Source: an optimization exercise on an open RTL-to-GDS flow (aim: small area, a short achievable clock period and few clock cycles per item). Production flows keep margins and buffers that such runs may drop. RTL that was checked went through simulation tests only; none was proved equivalent to the original. Power figures rest on the tool's default switching activity, not on a simulated workload.

==> run B: inputs <==
==> flow/design.v <==
module chi_bf (
    input  wire         clk,
    input  wire         rst,           
    input  wire         cmd_valid,
    output wire         cmd_ready,
    input  wire         cmd_setup,     
    input  wire         cmd_dec,       
    input  wire [447:0] cmd_key,       
    input  wire [5:0]   cmd_keylen,    
    input  wire [63:0]  cmd_block,     
    output wire         out_valid,
    output wire [63:0]  out_block,
    output wire [31:0]  sb_raddr,      
    input  wire [127:0] sb_rdata,      
    output wire         sb_init,       
    output wire         sb_we,
    output wire [1:0]   sb_wtab,
    output wire [6:0]   sb_widx,       
    output wire [63:0]  sb_wdata       
);
    localparam [31:0] P_INIT0  = 32'h243F6A88;
    function [7:0] p_init_byte;
        input       is17;
        input [3:0] i;
        input [1:0] j;
        reg  [31:0] w;
        begin
            if (is17)
                w = 32'h8979FB1B;
            else
                case (i)
                    4'd0: w = 32'h85A308D3;
                    4'd1: w = 32'h13198A2E;
                    4'd2: w = 32'h03707344;
                    4'd3: w = 32'hA4093822;
                    4'd4: w = 32'h299F31D0;
                    4'd5: w = 32'h082EFA98;
                    4'd6: w = 32'hEC4E6C89;
                    4'd7: w = 32'h452821E6;
                    4'd8: w = 32'h38D01377;
                    4'd9: w = 32'hBE5466CF;
                    4'd10: w = 32'h34E90C6C;
                    4'd11: w = 32'hC0AC29B7;
                    4'd12: w = 32'hC97C50DD;
                    4'd13: w = 32'h3F84D5B5;
                    4'd14: w = 32'hB5470917;
                    default: w = 32'h9216D5D9;
                endcase
            p_init_byte = w[31 - 8*j -: 8];
        end
    endfunction
    function [5:0] kstep;
        input [5:0] v;
        input [5:0] n;
        reg   [6:0] s;
        begin
            s = {1'b0, v} + 7'd4;
            kstep = (s >= {1'b0, n}) ? (s - {1'b0, n}) : s[5:0];
        end
    endfunction
    localparam [2:0] M_IDLE = 3'd0,
                     M_KEY  = 3'd1,
                     M_BLK  = 3'd2,
                     M_SCH  = 3'd3,
                     M_WB   = 3'd4;
    reg [3:0]   ph;          
    reg [511:0] ring;        
    reg [31:0]  pa, pb;      
    reg [31:0]  x;           
    reg [31:0]  r;
    reg         dec;
    reg [2:0]   mode;
    reg         stall;       
    reg [9:0]   ks;          
    reg [6:0]   kc;          
    reg [5:0]   kidx;        
    reg         pend;        
    reg         pend_setup;  
    reg         we_last;     
    reg [8:0]   wl;          
    wire c15 = (ph == 4'd15);
    wire c0  = (ph == 4'd0);
    wire [31:0] s0 = sb_rdata[31:0];
    wire [31:0] s1 = sb_rdata[63:32];
    wire [31:0] s2 = sb_rdata[95:64];
    wire [31:0] s3 = sb_rdata[127:96];
    wire [31:0] f  = ((s0 + s1) ^ s2) + s3;
    reg [31:0] kdec;
    always @(*) begin
        case (ph[2:0])
            3'd0: kdec = ring[32*15 +: 32];
            3'd1: kdec = ring[32*13 +: 32];
            3'd2: kdec = ring[32*11 +: 32];
            3'd3: kdec = ring[32*9  +: 32];
            3'd4: kdec = ring[32*7  +: 32];
            3'd5: kdec = ring[32*5  +: 32];
            3'd6: kdec = ring[32*3  +: 32];
            default: kdec = ring[32*1 +: 32];
        endcase
    end
    wire [31:0] rkey = dec ? kdec : ring[31:0];
    wire [31:0] fx   = r ^ rkey ^ f;                  
    wire [31:0] lw   = x ^ (dec ? pb : pa);           
    wire busy     = (mode == M_BLK || mode == M_SCH) && !stall;
    wire sch_last = (mode == M_SCH) && (ks == 10'd520);
    wire free15   = c15 && (mode == M_IDLE || (!stall && (mode == M_BLK || sch_last)));
    wire key_done = (mode == M_KEY) && (kc == 7'd127);
    assign cmd_ready = (free15 && pend && !pend_setup) || key_done;
    wire acc_blk   = free15 && pend && !pend_setup && cmd_valid;
    wire start_key = free15 && pend && pend_setup;
    reg [7:0] xb;
    always @(*) begin
        case (wl[8:7])
            2'd0: xb = x[31:24];
            2'd1: xb = x[23:16];
            2'd2: xb = x[15:8];
            default: xb = x[7:0];
        endcase
    end
    wire hz = busy && c0 && we_last && (xb[7:1] == wl[6:0]);
    wire [9:0] sidx = ks - 10'd9;
    assign sb_we    = (mode == M_SCH) && !stall && c15 && (ks >= 10'd9);
    assign sb_wtab  = sidx[8:7];
    assign sb_widx  = sidx[6:0];
    assign sb_wdata = {lw, fx};
    assign sb_init  = (mode == M_KEY) && (kc == 7'd0);
    assign out_valid = (mode == M_BLK) && !stall && c15;
    assign out_block = {lw, fx};
    wire sel_f = busy && !c15 && !hz;                 
    wire chain = busy && c15 && (mode == M_SCH) && !sch_last;
    reg [31:0] lsrc, kf;
    always @(*) begin
        if (mode == M_KEY)
            lsrc = 32'd0;
        else if (chain)
            lsrc = lw;
        else if (acc_blk)
            lsrc = cmd_block[63:32];
        else
            lsrc = x;
        if (key_done || (chain && ks >= 10'd9) || (mode == M_WB && c15) || (acc_blk && !cmd_dec))
            kf = pb;
        else if (acc_blk)
            kf = pa;
        else
            kf = 32'd0;
    end
    wire [31:0] nx = sel_f ? fx : (lsrc ^ kf);
    assign sb_raddr = {nx[7:0], nx[15:8], nx[23:16], nx[31:24]};
    wire [1:0]  lane = kc[6:5];
    wire [4:0]  kcl  = kc[4:0];
    wire [7:0]  kb   = cmd_key[{kidx, 3'b000} +: 8];
    wire [7:0]  nb   = kb ^ p_init_byte(kcl == 5'd17, ph, lane);
    wire [31:0] kbase = (kcl == 5'd17) ? pa : ring[31:0];
    wire [31:0] krep = {(lane == 2'd0) ? nb : kbase[31:24],
                        (lane == 2'd1) ? nb : kbase[23:16],
                        (lane == 2'd2) ? nb : kbase[15:8],
                        (lane == 2'd3) ? nb : kbase[7:0]};
    wire [4:0] kw = {1'b0, ph} + 5'd1;
    reg        rwr, bwr;
    reg [31:0] wb;
    always @(*) begin
        rwr = 1'b0;
        bwr = 1'b0;
        wb  = krep;
        if (mode == M_KEY) begin
            rwr = (kcl[4] == 1'b0);
            if (kcl == 5'd16) begin
                bwr = 1'b1;
                wb  = P_INIT0 ^ {cmd_key[7:0], cmd_key[15:8], cmd_key[23:16], cmd_key[31:24]};
            end else if (kcl == 5'd17)
                bwr = 1'b1;
        end else if (mode == M_WB) begin
            if (kw == {ks[3:0], 1'b0}) begin
                rwr = 1'b1;
                wb  = x;
            end else if (kw == {ks[3:0], 1'b1}) begin
                rwr = 1'b1;
                wb  = r;
            end
            if (ks[3:0] == 4'd0 && ph == 4'd2) begin
                bwr = 1'b1;
                wb  = x;
            end else if (ks[3:0] == 4'd8 && ph == 4'd1) begin
                bwr = 1'b1;
                wb  = r;
            end
        end
    end
    always @(posedge clk) begin
        ring <= {(rwr ? wb : ring[31:0]), ring[511:32]};
        pa   <= pb;
        pb   <= bwr ? wb : pa;
        x    <= nx;
        wl   <= sidx[8:0];
        if (mode == M_KEY)
            r <= x;
        else if (busy && !c15)
            r <= hz ? r : x;
        else if (chain)
            r <= fx;
        else if (acc_blk)
            r <= cmd_block[31:0];
        if (acc_blk)
            dec <= cmd_dec;
        else if (key_done)
            dec <= 1'b0;
        if (start_key)
            kidx <= kstep(6'd0, cmd_keylen);
        else if (mode == M_KEY) begin
            if (kcl == 5'd31)
                kidx <= kstep({4'd0, lane + 2'd1}, cmd_keylen);
            else if (kcl[4] == 1'b0 || kcl == 5'd17)
                kidx <= kstep(kidx, cmd_keylen);
        end
        if (start_key)
            kc <= 7'd0;
        else
            kc <= kc + 7'd1;
        if (key_done)
            ks <= 10'd0;
        else if ((mode == M_WB && c15) ||
                 (busy && c15 && mode == M_SCH && ks >= 10'd9 && !sch_last))
            ks <= ks + 10'd1;
        if (rst) begin
            ph         <= 4'd0;
            mode       <= M_IDLE;
            stall      <= 1'b0;
            pend       <= 1'b0;
            pend_setup <= 1'b0;
            we_last    <= 1'b0;
        end else begin
            ph         <= ph + 4'd1;
            pend       <= cmd_valid && !cmd_ready;
            pend_setup <= cmd_setup;
            we_last    <= sb_we;
            if (hz)
                stall <= 1'b1;
            else if (c15)
                stall <= 1'b0;
            if (key_done)
                mode <= M_SCH;
            else if (mode == M_WB && c15)
                mode <= M_SCH;
            else if (busy && c15 && mode == M_SCH && !sch_last)
                mode <= (ks < 10'd9) ? M_WB : M_SCH;
            else if (free15)
                mode <= acc_blk ? M_BLK : (start_key ? M_KEY : M_IDLE);
        end
    end
endmodule
==> flow/run.sh <==
#!/bin/bash
# synth_recipe.tcl (not shown) runs the flow's synth.tcl, then flattens the netlist and writes it again
# the make line also repeats each setting of config.mk as NAME=value (left out here)
make -C /OpenROAD-flow-scripts/flow DESIGN_CONFIG=/design/flow/config.mk WORK_HOME=/design/flow/orfs CLKGATE_MAP_FILE= SYNTH_SCRIPT=/design/flow/synth_recipe.tcl finish
==> flow/config.mk <==
export PLATFORM = sky130hd
export DESIGN_NAME = chi_bf
export DESIGN_NICKNAME = chi_bf
export VERILOG_FILES = /design/flow/design.v
export SDC_FILE = /design/flow/constraint.sdc
export NUM_CORES = 4
export LEC_CHECK = 0
export CAP_MARGIN = 20
export CORE_MARGIN = 2
export CORE_UTILIZATION = 45
export CTS_BUF_LIST = sky130_fd_sc_hd__clkbuf_4 sky130_fd_sc_hd__clkbuf_8
export SETUP_SLACK_MARGIN = 3
export SLEW_MARGIN = 20
==> flow/constraint.sdc <==
create_clock -name core_clock -period 12.0 [get_ports {clk}]
set_input_delay 2.4000 -clock core_clock [delete_from_list [all_inputs] [get_ports {clk}]]
set_output_delay 2.4000 -clock core_clock [all_outputs]
set_load 0.01 [all_outputs]
==> inputs of run Z, as changes to run B <==
CORE_UTILIZATION = 55   (was 45)
CTS_BUF_LIST = not set   (was sky130_fd_sc_hd__clkbuf_4 sky130_fd_sc_hd__clkbuf_8)
==> inputs of run D, as changes to run B <==
==> flow/design.v, changed modules only <==
module chi_bf (
    input  wire         clk,
    input  wire         rst,           
    input  wire         cmd_valid,
    output wire         cmd_ready,
    input  wire         cmd_setup,     
    input  wire         cmd_dec,       
    input  wire [447:0] cmd_key,       
    input  wire [5:0]   cmd_keylen,    
    input  wire [63:0]  cmd_block,     
    output wire         out_valid,
    output wire [63:0]  out_block,
    output wire [31:0]  sb_raddr,      
    input  wire [127:0] sb_rdata,      
    output wire         sb_init,       
    output wire         sb_we,
    output wire [1:0]   sb_wtab,
    output wire [6:0]   sb_widx,       
    output wire [63:0]  sb_wdata       
);
    localparam [31:0] P_INIT0  = 32'h243F6A88;
    localparam [31:0] P_INIT17 = 32'h8979FB1B;
    function [31:0] p_init_ring;
        input [3:0] i;
        begin
            case (i)
                4'd0:  p_init_ring = 32'h85A308D3;
                4'd1:  p_init_ring = 32'h13198A2E;
                4'd2:  p_init_ring = 32'h03707344;
                4'd3:  p_init_ring = 32'hA4093822;
                4'd4:  p_init_ring = 32'h299F31D0;
                4'd5:  p_init_ring = 32'h082EFA98;
                4'd6:  p_init_ring = 32'hEC4E6C89;
                4'd7:  p_init_ring = 32'h452821E6;
                4'd8:  p_init_ring = 32'h38D01377;
                4'd9:  p_init_ring = 32'hBE5466CF;
                4'd10: p_init_ring = 32'h34E90C6C;
                4'd11: p_init_ring = 32'hC0AC29B7;
                4'd12: p_init_ring = 32'hC97C50DD;
                4'd13: p_init_ring = 32'h3F84D5B5;
                4'd14: p_init_ring = 32'hB5470917;
                default: p_init_ring = 32'h9216D5D9;
            endcase
        end
    endfunction
    function [5:0] kstep;
        input [5:0] v;
        input [5:0] n;
        reg   [6:0] s;
        begin
            s = {1'b0, v} + 7'd4;
            kstep = (s >= {1'b0, n}) ? (s - {1'b0, n}) : s[5:0];
        end
    endfunction
    localparam [2:0] M_IDLE = 3'd0,
                     M_KEY  = 3'd1,
                     M_BLK  = 3'd2,
                     M_SCH  = 3'd3,
                     M_WB   = 3'd4;
    reg [3:0]   ph;          
    reg [511:0] ring;        
    reg [31:0]  pa, pb;      
    reg [31:0]  x;           
    reg [31:0]  r;
    reg         dec;
    reg [2:0]   mode;
    reg         stall;       
    reg [9:0]   ks;          
    reg [6:0]   kc;          
    reg [5:0]   kidx;        
    reg         pend;        
    reg         pend_setup;  
    reg         we_last;     
    reg [8:0]   wl;          
    wire c15 = (ph == 4'd15);
    wire c0  = (ph == 4'd0);
    wire [31:0] s0 = sb_rdata[31:0];
    wire [31:0] s1 = sb_rdata[63:32];
    wire [31:0] s2 = sb_rdata[95:64];
    wire [31:0] s3 = sb_rdata[127:96];
    wire [31:0] f  = ((s0 + s1) ^ s2) + s3;
    reg [31:0] kdec;
    always @(*) begin
        case (ph[2:0])
            3'd0: kdec = ring[32*15 +: 32];
            3'd1: kdec = ring[32*13 +: 32];
            3'd2: kdec = ring[32*11 +: 32];
            3'd3: kdec = ring[32*9  +: 32];
            3'd4: kdec = ring[32*7  +: 32];
            3'd5: kdec = ring[32*5  +: 32];
            3'd6: kdec = ring[32*3  +: 32];
            default: kdec = ring[32*1 +: 32];
        endcase
    end
    wire [31:0] rkey = dec ? kdec : ring[31:0];
    wire [31:0] fx   = r ^ rkey ^ f;                  
    wire [31:0] lw   = x ^ (dec ? pb : pa);           
    wire busy     = (mode == M_BLK || mode == M_SCH) && !stall;
    wire sch_last = (mode == M_SCH) && (ks == 10'd520);
    wire free15   = c15 && (mode == M_IDLE || (!stall && (mode == M_BLK || sch_last)));
    wire key_done = (mode == M_KEY) && (kc == 7'd127);
    assign cmd_ready = (free15 && pend && !pend_setup) || key_done;
    wire acc_blk   = free15 && pend && !pend_setup && cmd_valid;
    wire start_key = free15 && pend && pend_setup;
    reg [7:0] xb;
    always @(*) begin
        case (wl[8:7])
            2'd0: xb = x[31:24];
            2'd1: xb = x[23:16];
            2'd2: xb = x[15:8];
            default: xb = x[7:0];
        endcase
    end
    wire hz = busy && c0 && we_last && (xb[7:1] == wl[6:0]);
    wire [9:0] sidx = ks - 10'd9;
    assign sb_we    = (mode == M_SCH) && !stall && c15 && (ks >= 10'd9);
    assign sb_wtab  = sidx[8:7];
    assign sb_widx  = sidx[6:0];
    assign sb_wdata = {lw, fx};
    assign sb_init  = (mode == M_KEY) && (kc == 7'd0);
    assign out_valid = (mode == M_BLK) && !stall && c15;
    assign out_block = {lw, fx};
    reg [31:0] nx;
    always @(*) begin
        if (mode == M_KEY)
            nx = key_done ? pb : 32'd0;
        else if (busy && !c15)
            nx = hz ? x : fx;
        else if (busy && c15 && mode == M_SCH && !sch_last)
            nx = (ks < 10'd9) ? lw : (lw ^ pb);
        else if (acc_blk)
            nx = cmd_block[63:32] ^ (cmd_dec ? pa : pb);
        else if (mode == M_WB && c15)
            nx = x ^ pb;
        else
            nx = x;
    end
    assign sb_raddr = {nx[7:0], nx[15:8], nx[23:16], nx[31:24]};
    wire [1:0]  lane = kc[6:5];
    wire [4:0]  kcl  = kc[4:0];
    wire [7:0]  kb   = cmd_key[{kidx, 3'b000} +: 8];
    wire [31:0] kmask = {kb, 24'd0} >> {lane, 3'b000};
    wire [4:0] kw = {1'b0, ph} + 5'd1;
    reg        rwr;
    reg [31:0] rwd;
    reg        bwr;
    reg [31:0] bwd;
    always @(*) begin
        rwr = 1'b0;
        rwd = x;
        bwr = 1'b0;
        bwd = x;
        if (mode == M_KEY) begin
            rwr = (kcl[4] == 1'b0);
            rwd = ((lane == 2'd0) ? p_init_ring(ph) : ring[31:0]) ^ kmask;
            if (kc == 7'd0) begin
                bwr = 1'b1;
                bwd = P_INIT0 ^ {cmd_key[7:0], cmd_key[15:8], cmd_key[23:16], cmd_key[31:24]};
            end else if (kcl == 5'd17) begin
                bwr = 1'b1;
                bwd = ((lane == 2'd0) ? P_INIT17 : pa) ^ kmask;
            end
        end else if (mode == M_WB) begin
            if (kw == {ks[3:0], 1'b0}) begin
                rwr = 1'b1;
                rwd = x;
            end else if (kw == {ks[3:0], 1'b1}) begin
                rwr = 1'b1;
                rwd = r;
            end
            if (ks[3:0] == 4'd0 && c0) begin
                bwr = 1'b1;
                bwd = x;
            end else if (ks[3:0] == 4'd8 && ph == 4'd1) begin
                bwr = 1'b1;
                bwd = r;
            end
        end
    end
    always @(posedge clk) begin
        ring <= {(rwr ? rwd : ring[31:0]), ring[511:32]};
        pa   <= pb;
        pb   <= bwr ? bwd : pa;
        x    <= nx;
        wl   <= sidx[8:0];
        if (mode == M_KEY)
            r <= 32'd0;
        else if (busy && !c15)
            r <= hz ? r : x;
        else if (busy && c15 && mode == M_SCH && !sch_last)
            r <= fx;
        else if (acc_blk)
            r <= cmd_block[31:0];
        if (acc_blk)
            dec <= cmd_dec;
        else if (key_done)
            dec <= 1'b0;
        if (start_key)
            kidx <= kstep(6'd0, cmd_keylen);
        else if (mode == M_KEY) begin
            if (kcl == 5'd31)
                kidx <= kstep({4'd0, lane + 2'd1}, cmd_keylen);
            else if (kcl[4] == 1'b0 || kcl == 5'd17)
                kidx <= kstep(kidx, cmd_keylen);
        end
        if (start_key)
            kc <= 7'd0;
        else
            kc <= kc + 7'd1;
        if (key_done)
            ks <= 10'd0;
        else if ((mode == M_WB && c15) ||
                 (busy && c15 && mode == M_SCH && ks >= 10'd9 && !sch_last))
            ks <= ks + 10'd1;
        if (rst) begin
            ph         <= 4'd0;
            mode       <= M_IDLE;
            stall      <= 1'b0;
            pend       <= 1'b0;
            pend_setup <= 1'b0;
            we_last    <= 1'b0;
        end else begin
            ph         <= ph + 4'd1;
            pend       <= cmd_valid && !cmd_ready;
            pend_setup <= cmd_setup;
            we_last    <= sb_we;
            if (hz)
                stall <= 1'b1;
            else if (c15)
                stall <= 1'b0;
            if (key_done)
                mode <= M_SCH;
            else if (mode == M_WB && c15)
                mode <= M_SCH;
            else if (busy && c15 && mode == M_SCH && !sch_last)
                mode <= (ks < 10'd9) ? M_WB : M_SCH;
            else if (free15)
                mode <= acc_blk ? M_BLK : (start_key ? M_KEY : M_IDLE);
        end
    end
endmodule
CORE_UTILIZATION = 30   (was 45)
CTS_BUF_LIST = not set   (was sky130_fd_sc_hd__clkbuf_4 sky130_fd_sc_hd__clkbuf_8)
SETUP_SLACK_MARGIN = not set   (was 3)
==> inputs of run K, as changes to run B <==
==> flow/flow/run.sh (new file) <==
#!/bin/bash
# The standard layout, with the smallest buffer on every input and output port
# instead of the resizer's default choice.
set -euo pipefail
export BUFFER_PORTS_ARGS="-buffer_cell sky130_fd_sc_hd__buf_1"
bash standard.sh finish > standard.log 2>&1
==> flow/standard.sh (new file) <==
#!/bin/bash
# synth_recipe.tcl (not shown) runs the flow's synth.tcl, then flattens the netlist and writes it again
# the make line also repeats each setting of config.mk as NAME=value (left out here)
make -C /OpenROAD-flow-scripts/flow DESIGN_CONFIG=/design/flow/config.mk WORK_HOME=/design/flow/orfs CLKGATE_MAP_FILE= SYNTH_SCRIPT=/design/flow/synth_recipe.tcl "${@:-finish}"
CORE_UTILIZATION = 55   (was 45)
CTS_BUF_LIST = not set   (was sky130_fd_sc_hd__clkbuf_4 sky130_fd_sc_hd__clkbuf_8)
removed: flow/run.sh
==> summary.txt <==
Status
  – Status: no timing/DRC/antenna violations

Finish
  – Fillers: 4633
  – Synth-to-layout area growth: 21.3%
  – Signal inverters: 71

Yosys
  – Multiplexer share of the synthesized area: 0.140
  – Post-synthesis average cell area: 10.4 sq um

STA
  – RSZ-0062 raised after global routing: true
  – Max-slew headroom: 0.102

Global routing
  – Vias in the first global route: 31.1k

Routing
  – Met3 Routed Length: 21600 um

Worst setup path
  – Reg-to-reg critical path startpoint: ph[2]
  – Stages on the worst setup path: 21

Clock tree
  – Resized cells post-CTS: 134
  – Clock Latency Late Sink: 0.66 ns
(the above is from run K)
==> summary.txt <==
Placement
  – Dpl hpwl: 124000 um
  – Pre-CTS setup slack: 1.12 ns

Worst setup path
  – Stages on the worst setup path: 22
  – Reg-to-reg critical path startpoint: kidx[0]

Routing
  – DRC viols: 0
  – Met3 Routed Length: 16600 um

Yosys
  – Synth Cell Area: 0.0336 sq mm
  – Multiplexer share of the synthesized area: 0.140
  – Post-synthesis average cell area: 10.4 sq um

Finish
  – Synth-to-layout area growth: 37.8%
  – ClkCell Share: 0.0509
  – Fillers: 5995

Clock tree
  – Resized cells post-CTS: 330
  – Clock Latency Late Sink: 0.76 ns

STA
  – Max-slew headroom: 0.192
  – RSZ-0062 raised after global routing: true

Global routing
  – Vias in the first global route: 31.2k

Status
  – Status: no timing/DRC/antenna violations
(the above is from run B)
==> summary.txt <==
Status
  – Status: no timing/DRC/antenna violations

Global routing
  – Vias in the first global route: 31.9k

STA
  – Max-slew headroom: 0.133
  – RSZ-0062 raised after global routing: true

Finish
  – Signal inverters: 71
  – Fillers: 3736

Routing
  – Met3 Routed Length: 23300 um

Yosys
  – Multiplexer share of the synthesized area: 0.140

Worst setup path
  – Stages on the worst setup path: 23

Clock tree
  – Resized cells post-CTS: 281
(the above is from run Z)
==> summary.txt <==
Status
  – Status: no timing/DRC/antenna violations

STA
  – Max-slew headroom: 0.178
  – Slew @ Worst Pin: 1.23 ns
  – RSZ-0062 raised after global routing: false

Yosys
  – Share of the synthesized area in the top cell type: 0.407
  – Post-synthesis average cell area: 10.0 sq um
  – Async set or reset register ratio after synthesis: 0

Die
  – Die area: 0.119 sq mm

Finish
  – Signal inverters: 72
  – Fraction of area in registers: 0.308
  – Synth-to-layout area growth: 34.1%
  – Count of non-CTS buffers in the layout: 891

Routing
  – Met3 Routed Length: 15000 um

Global routing
  – Vias in the first global route: 30.0k

Clock tree
  – Resized cells post-CTS: 0

Worst setup path
  – Reg-to-reg critical path startpoint: ks[3]
  – Critical Path End: sb_raddr[7]
  – RR Endpoint: x[28]
  – Stages on the worst setup path: 26

Power and ir drop
  – Pwr Total: 7.84 mW
(the above is from run D)
Testbench counts of run D, summed over its fixed seeds: cycles 153,344, blocks 3,072.
Function not checked in run B, run Z and run K: the RTL went through the layout flow alone.

static timing again, ports no longer ideal:
How much do the figures lean on ideal ports? The routed layouts below were timed once more, with nothing changed but the port constraints.
Step 1: set_driving_cell puts a clkbuf_16 on clk and a buf_2 on each other input, an assumption about the parent block.
Step 2, shift: input delay + t, output delay - t, t = (earliest + latest rising clock arrival at the registers) / 2. This alone moves slack from input paths to output paths.
a / b / c = ideal ports / drivers / drivers and shift; a / b = the first two.
| run | t, ns | setup slack, ns | clock arrival spread, ns |
|---|---|---|---|
| run B | 0.813 | 2.635 / 2.600 / 2.600 | 0.040 / 0.040 |
| run Z | 0.686 | 2.430 / 2.390 / 2.390 | 0.025 / 0.026 |
| run D | 0.700 | 0.970 / 0.948 / 0.948 | 0.037 / 0.037 |
| run K | 0.704 | 2.665 / 2.627 / 2.627 | 0.038 / 0.038 |
After both steps setup and hold are still met in every run listed. For run Z, which loses most, drivers alone change the setup slack by -0.040 ns; drivers and shift together by -0.040 ns.
